Source: an optimization exercise on an open RTL-to-GDS flow (aim: small area, a short achievable clock period and few clock cycles). Production flows keep margins and buffers that such runs may drop.
Power and IR drop assume default switching activity.

==> flow/design.v <==
module btcp_rx_check (
    input  wire        clk,
    input  wire        rst,
    input  wire        in_valid,
    output wire        in_ready,
    input  wire [31:0] in_data,
    input  wire        in_last,
    input  wire [2:0]  in_nbytes,    
    output wire        res_valid,
    input  wire        res_ready,
    output wire [1:0]  res_status,   
    output wire [15:0] res_seq,
    output wire [15:0] res_ack,
    output wire [7:0]  res_flags,
    output wire [7:0]  res_win,
    output wire [15:0] res_dlen,
    output wire [15:0] res_csum,     
    output wire [15:0] res_calc,     
    output wire        res_csum_ok,
    output wire [2:0]  res_type,
    output wire [9:0]  res_plen
);
    function [15:0] crc_x32;
        input [15:0] v;
        reg   [15:0] c;
        integer k;
        begin
            c = 16'h0000;
            for (k = 15; k >= 0; k = k - 1)
                c = (c[15] ^ v[k]) ? ({c[14:0], 1'b0} ^ 16'h1021)
                                   : {c[14:0], 1'b0};
            for (k = 0; k < 16; k = k + 1)
                c = c[15] ? ({c[14:0], 1'b0} ^ 16'h1021) : {c[14:0], 1'b0};
            crc_x32 = c;
        end
    endfunction
    function [15:0] crc_x16;
        input [15:0] v;
        reg   [15:0] c;
        integer k;
        begin
            c = 16'h0000;
            for (k = 15; k >= 0; k = k - 1)
                c = (c[15] ^ v[k]) ? ({c[14:0], 1'b0} ^ 16'h1021)
                                   : {c[14:0], 1'b0};
            crc_x16 = c;
        end
    endfunction
    function [15:0] crc_u;
        input [15:0] c0;
        reg   [15:0] c;
        integer k;
        begin
            c = c0;
            for (k = 0; k < 8; k = k + 1)
                c = c[0] ? ({1'b0, c[15:1]} ^ 16'h8810) : {1'b0, c[15:1]};
            crc_u = c;
        end
    endfunction
    reg        rx;         
    reg        f1;         
    reg        ub;         
    reg        eq;         
    reg        rv;         
    reg [1:0]  uc;         
    reg [1:0]  hp;         
    reg [7:0]  cnt;        
    reg [1:0]  plo;        
    reg        big;        
    reg [15:0] sh;         
    reg [15:0] t;          
    reg [15:0] seq_r, ack_r, dlen_r, csum_r;
    reg [7:0]  flags_r, win_r;
    reg        ok_r;
    reg [2:0]  type_r;
    reg [1:0]  status_r;
    wire acc  = in_valid & rx;
    wire h0   = (hp == 2'd0);
    wire nb1  = ~in_nbytes[2] & ~in_nbytes[1];
    wire nb12 = ~in_nbytes[2] & ~(in_nbytes[1] & in_nbytes[0]);
    wire nb123 = ~in_nbytes[2];
    wire [15:0] dh = in_data[31:16] & {{8{hp != 2'd2}}, {8{(hp != 2'd2) & ~(in_last & nb1)}}};
    wire [15:0] dl = in_data[15:0]  & {{8{~(in_last & nb12)}}, {8{~(in_last & nb123)}}};
    wire [15:0] ms = crc_x32(sh) ^ t;
    wire [7:0] cbase = h0 ? 8'hFD : cnt;
    always @(posedge clk) begin
        if (rst) begin
            rx <= 1'b1;
            f1 <= 1'b0;
            ub <= 1'b0;
            eq <= 1'b0;
            rv <= 1'b0;
            hp <= 2'd0;
        end else begin
            f1 <= acc & in_last;
            if (acc) begin
                if (in_last) begin
                    rx <= 1'b0;
                    hp <= 2'd0;
                end else if (hp != 2'd3) begin
                    hp <= hp + 2'd1;
                end
            end
            if (f1) begin
                ub <= (uc != 2'd0);
                eq <= (uc == 2'd0);
            end else if (ub) begin
                ub <= (uc != 2'd1);
                eq <= (uc == 2'd1);
            end else begin
                eq <= 1'b0;
            end
            if (eq)
                rv <= 1'b1;
            if (rv & res_ready) begin
                rv <= 1'b0;
                rx <= 1'b1;
            end
        end
    end
    wire        e0  = rx & (hp == 2'd0);
    wire        e1  = rx & (hp == 2'd1);
    wire        e2  = rx & (hp == 2'd2);
    wire [15:0] sh_w = (ms & {16{~h0}}) ^ dh;
    wire [15:0] sh_n = (sh & {16{~(f1 | ub)}}) | (ms & {16{f1}})
                     | (crc_u(sh) & {16{ub}});
    wire [7:0]  cnext = cbase + {7'd0, ~in_last | in_nbytes[2] | in_nbytes[1]};
    always @(posedge clk) begin
        sh <= (sh_w & {16{acc}}) | (sh_n & {16{~acc}});
        if (acc) begin
            cnt <= cnext;
            big <= ~h0 & (big | (cnt == 8'd251 & ~in_last));
            t   <= crc_x16(dl);
        end
        if (rx) begin
            plo <= {~in_nbytes[1], in_nbytes[0]};
            uc  <= 2'd0 - in_nbytes[1:0];
        end else if (ub) begin
            uc  <= uc - 2'd1;
        end
        if (e0) seq_r   <= in_data[31:16];
        if (e0) ack_r   <= in_data[15:0];
        if (e1) flags_r <= in_data[31:24];
        if (e1) win_r   <= in_data[23:16];
        if (e1) dlen_r  <= in_data[15:0];
        if (e2) csum_r  <= in_data[31:16];
        ok_r <= (sh == csum_r);
        case (flags_r)
        8'h02:   type_r <= 3'd1;
        8'h10:   type_r <= 3'd2;
        8'h01:   type_r <= 3'd3;
        8'h12:   type_r <= 3'd4;
        8'h11:   type_r <= 3'd5;
        default: type_r <= ({cnt, plo} != 10'd0) ? 3'd6 : 3'd0;
        endcase
        status_r <= big                           ? 2'd2 :
                    (cnt >= 8'hFD)                ? 2'd1 :
                    (cnt == 8'd252 && plo != 2'd0) ? 2'd2 : 2'd0;
    end
    assign in_ready    = rx;
    assign res_valid   = rv;
    assign res_status  = status_r;
    assign res_seq     = seq_r;
    assign res_ack     = ack_r;
    assign res_flags   = flags_r;
    assign res_win     = win_r;
    assign res_dlen    = dlen_r;
    assign res_csum    = csum_r;
    assign res_calc    = sh;
    assign res_csum_ok = ok_r;
    assign res_type    = type_r;
    assign res_plen    = {cnt, plo};
endmodule
clock: 6.0 ns
lec_check: 0
cap_margin: 20
core_margin: 2
core_utilization: 40
cts_buf_list: sky130_fd_sc_hd__clkbuf_8
cts_cluster_diameter: 200
cts_cluster_size: 50
setup_slack_margin: 3.8
slew_margin: 20
standard.sh (not shown) runs the stock make flow with config.mk's settings and CLKGATE_MAP_FILE= SYNTH_SCRIPT=/design/flow/synth_recipe.tcl, a recipe that flattens the netlist after the stock synthesis.
==> flow/flow/run.sh <==
#!/bin/bash
# The standard layout (standard.sh), with the port buffers made from a
# small buffer cell. Each step's full log is under orfs/logs; make's own
# output goes to standard.log.
set -euo pipefail
bash standard.sh \
  BUFFER_PORTS_ARGS="-buffer_cell sky130_fd_sc_hd__buf_1" \
  finish > standard.log 2>&1
Rerun with:
--- a/flow/design.v
+++ b/flow/design.v
@@ -32,80 +32,76 @@
             for (k = 0; k < 16; k = k + 1)
                 c = c[15] ? ({c[14:0], 1'b0} ^ 16'h1021) : {c[14:0], 1'b0};
             crc_x32 = c;
         end
     endfunction
-    function [15:0] crc_x16;
+    function [15:0] crc_x8;
         input [15:0] v;
         reg   [15:0] c;
         integer k;
         begin
-            c = 16'h0000;
-            for (k = 15; k >= 0; k = k - 1)
-                c = (c[15] ^ v[k]) ? ({c[14:0], 1'b0} ^ 16'h1021)
-                                   : {c[14:0], 1'b0};
-            crc_x16 = c;
+            c = v;
+            for (k = 0; k < 8; k = k + 1)
+                c = c[15] ? ({c[14:0], 1'b0} ^ 16'h1021) : {c[14:0], 1'b0};
+            crc_x8 = c;
         end
     endfunction
-    function [15:0] crc_u;
-        input [15:0] c0;
+    function [15:0] crc_d8;
+        input [15:0] v;
         reg   [15:0] c;
         integer k;
         begin
-            c = c0;
+            c = v;
             for (k = 0; k < 8; k = k + 1)
                 c = c[0] ? ({1'b0, c[15:1]} ^ 16'h8810) : {1'b0, c[15:1]};
-            crc_u = c;
+            crc_d8 = c;
         end
     endfunction
     reg        rx;         
-    reg        f1;         
     reg        ub;         
     reg        eq;         
     reg        rv;         
     reg [1:0]  uc;         
     reg [1:0]  hp;         
     reg [7:0]  cnt;        
     reg [1:0]  plo;        
     reg        big;        
     reg [15:0] sh;         
-    reg [15:0] t;          
     reg [15:0] seq_r, ack_r, dlen_r, csum_r;
     reg [7:0]  flags_r, win_r;
     reg        ok_r;
     reg [2:0]  type_r;
     reg [1:0]  status_r;
-    wire acc  = in_valid & rx;
-    wire h0   = (hp == 2'd0);
-    wire nb1  = ~in_nbytes[2] & ~in_nbytes[1];
-    wire nb12 = ~in_nbytes[2] & ~(in_nbytes[1] & in_nbytes[0]);
+    wire acc   = in_valid & rx;
+    wire h0    = (hp == 2'd0);
+    wire nb1   = ~in_nbytes[2] & ~in_nbytes[1];
+    wire nb12  = ~in_nbytes[2] & ~(in_nbytes[1] & in_nbytes[0]);
     wire nb123 = ~in_nbytes[2];
     wire [15:0] dh = in_data[31:16] & {{8{hp != 2'd2}}, {8{(hp != 2'd2) & ~(in_last & nb1)}}};
     wire [15:0] dl = in_data[15:0]  & {{8{~(in_last & nb12)}}, {8{~(in_last & nb123)}}};
-    wire [15:0] ms = crc_x32(sh) ^ t;
+    wire [15:0] ms = crc_x32(sh);
+    wire [15:0] wd = crc_x8(dh) ^ crc_d8(dl);
     wire [7:0] cbase = h0 ? 8'hFD : cnt;
     always @(posedge clk) begin
         if (rst) begin
             rx <= 1'b1;
-            f1 <= 1'b0;
             ub <= 1'b0;
             eq <= 1'b0;
             rv <= 1'b0;
             hp <= 2'd0;
         end else begin
-            f1 <= acc & in_last;
             if (acc) begin
                 if (in_last) begin
                     rx <= 1'b0;
                     hp <= 2'd0;
                 end else if (hp != 2'd3) begin
                     hp <= hp + 2'd1;
                 end
             end
-            if (f1) begin
-                ub <= (uc != 2'd0);
-                eq <= (uc == 2'd0);
+            if (acc & in_last) begin
+                ub <= ~nb1;
+                eq <= nb1;
             end else if (ub) begin
                 ub <= (uc != 2'd1);
                 eq <= (uc == 2'd1);
             end else begin
                 eq <= 1'b0;
@@ -116,27 +112,25 @@
                 rv <= 1'b0;
                 rx <= 1'b1;
             end
         end
     end
-    wire        e0  = rx & (hp == 2'd0);
-    wire        e1  = rx & (hp == 2'd1);
-    wire        e2  = rx & (hp == 2'd2);
-    wire [15:0] sh_w = (ms & {16{~h0}}) ^ dh;
-    wire [15:0] sh_n = (sh & {16{~(f1 | ub)}}) | (ms & {16{f1}})
-                     | (crc_u(sh) & {16{ub}});
+    wire        e0   = rx & (hp == 2'd0);
+    wire        e1   = rx & (hp == 2'd1);
+    wire        e2   = rx & (hp == 2'd2);
+    wire        keep = ~(acc | ub);
     wire [7:0]  cnext = cbase + {7'd0, ~in_last | in_nbytes[2] | in_nbytes[1]};
     always @(posedge clk) begin
-        sh <= (sh_w & {16{acc}}) | (sh_n & {16{~acc}});
+        sh <= (sh & {16{keep}}) | (((ms & {16{~h0}}) ^ wd) & {16{acc}})
+            | (crc_x8(sh) & {16{ub}});
         if (acc) begin
             cnt <= cnext;
             big <= ~h0 & (big | (cnt == 8'd251 & ~in_last));
-            t   <= crc_x16(dl);
         end
         if (rx) begin
             plo <= {~in_nbytes[1], in_nbytes[0]};
-            uc  <= 2'd0 - in_nbytes[1:0];
+            uc  <= in_nbytes[1:0] - 2'd1;
         end else if (ub) begin
             uc  <= uc - 2'd1;
         end
         if (e0) seq_r   <= in_data[31:16];
         if (e0) ack_r   <= in_data[15:0];
=> The changed run completed without violations; sequential share of layout area drops by 4.7 points; die area goes down by a little under a tenth; worst setup slack gets worse by 0.12 ns; clock-buffer cell count fell by 1; power came out lower by a few percent; clock power grows by roughly a tenth; hold slack hardly moves; combinational power is lower by a few percent; non-clock buffer count climbs by 17.
No functional check of the RTL was part of any run of this note.

==> static timing again, ports no longer ideal <==
The results above use ideal ports. As a check the final layouts listed here were re-extracted and re-timed, cells and wires unchanged.
Step 1: set_driving_cell puts a clkbuf_16 on clk and a buf_2 on each other input, an assumption about the parent block.
Step 2 also shifts input and output timing later by t, the mid clock arrival at the registers, as if the neighbouring blocks saw the same clock.
a / b / c = ideal / step 1 / step 2; a / b = the first two.
| run | t (ns) | setup slack, ns | worst setup path after step 2 | cell pins on the clock port's net |
|---|---|---|---|---|
| the first run | 0.469 | 3.779 / 3.745 / 3.346 | input to register | 1 |
| the second run | 0.471 | 3.661 / 3.641 / 3.171 | input to register | 1 |
After both steps setup and hold are still met in every run listed. For the second run, which loses most, drivers alone change the setup slack by -0.020 ns; drivers and shift together by -0.490 ns.
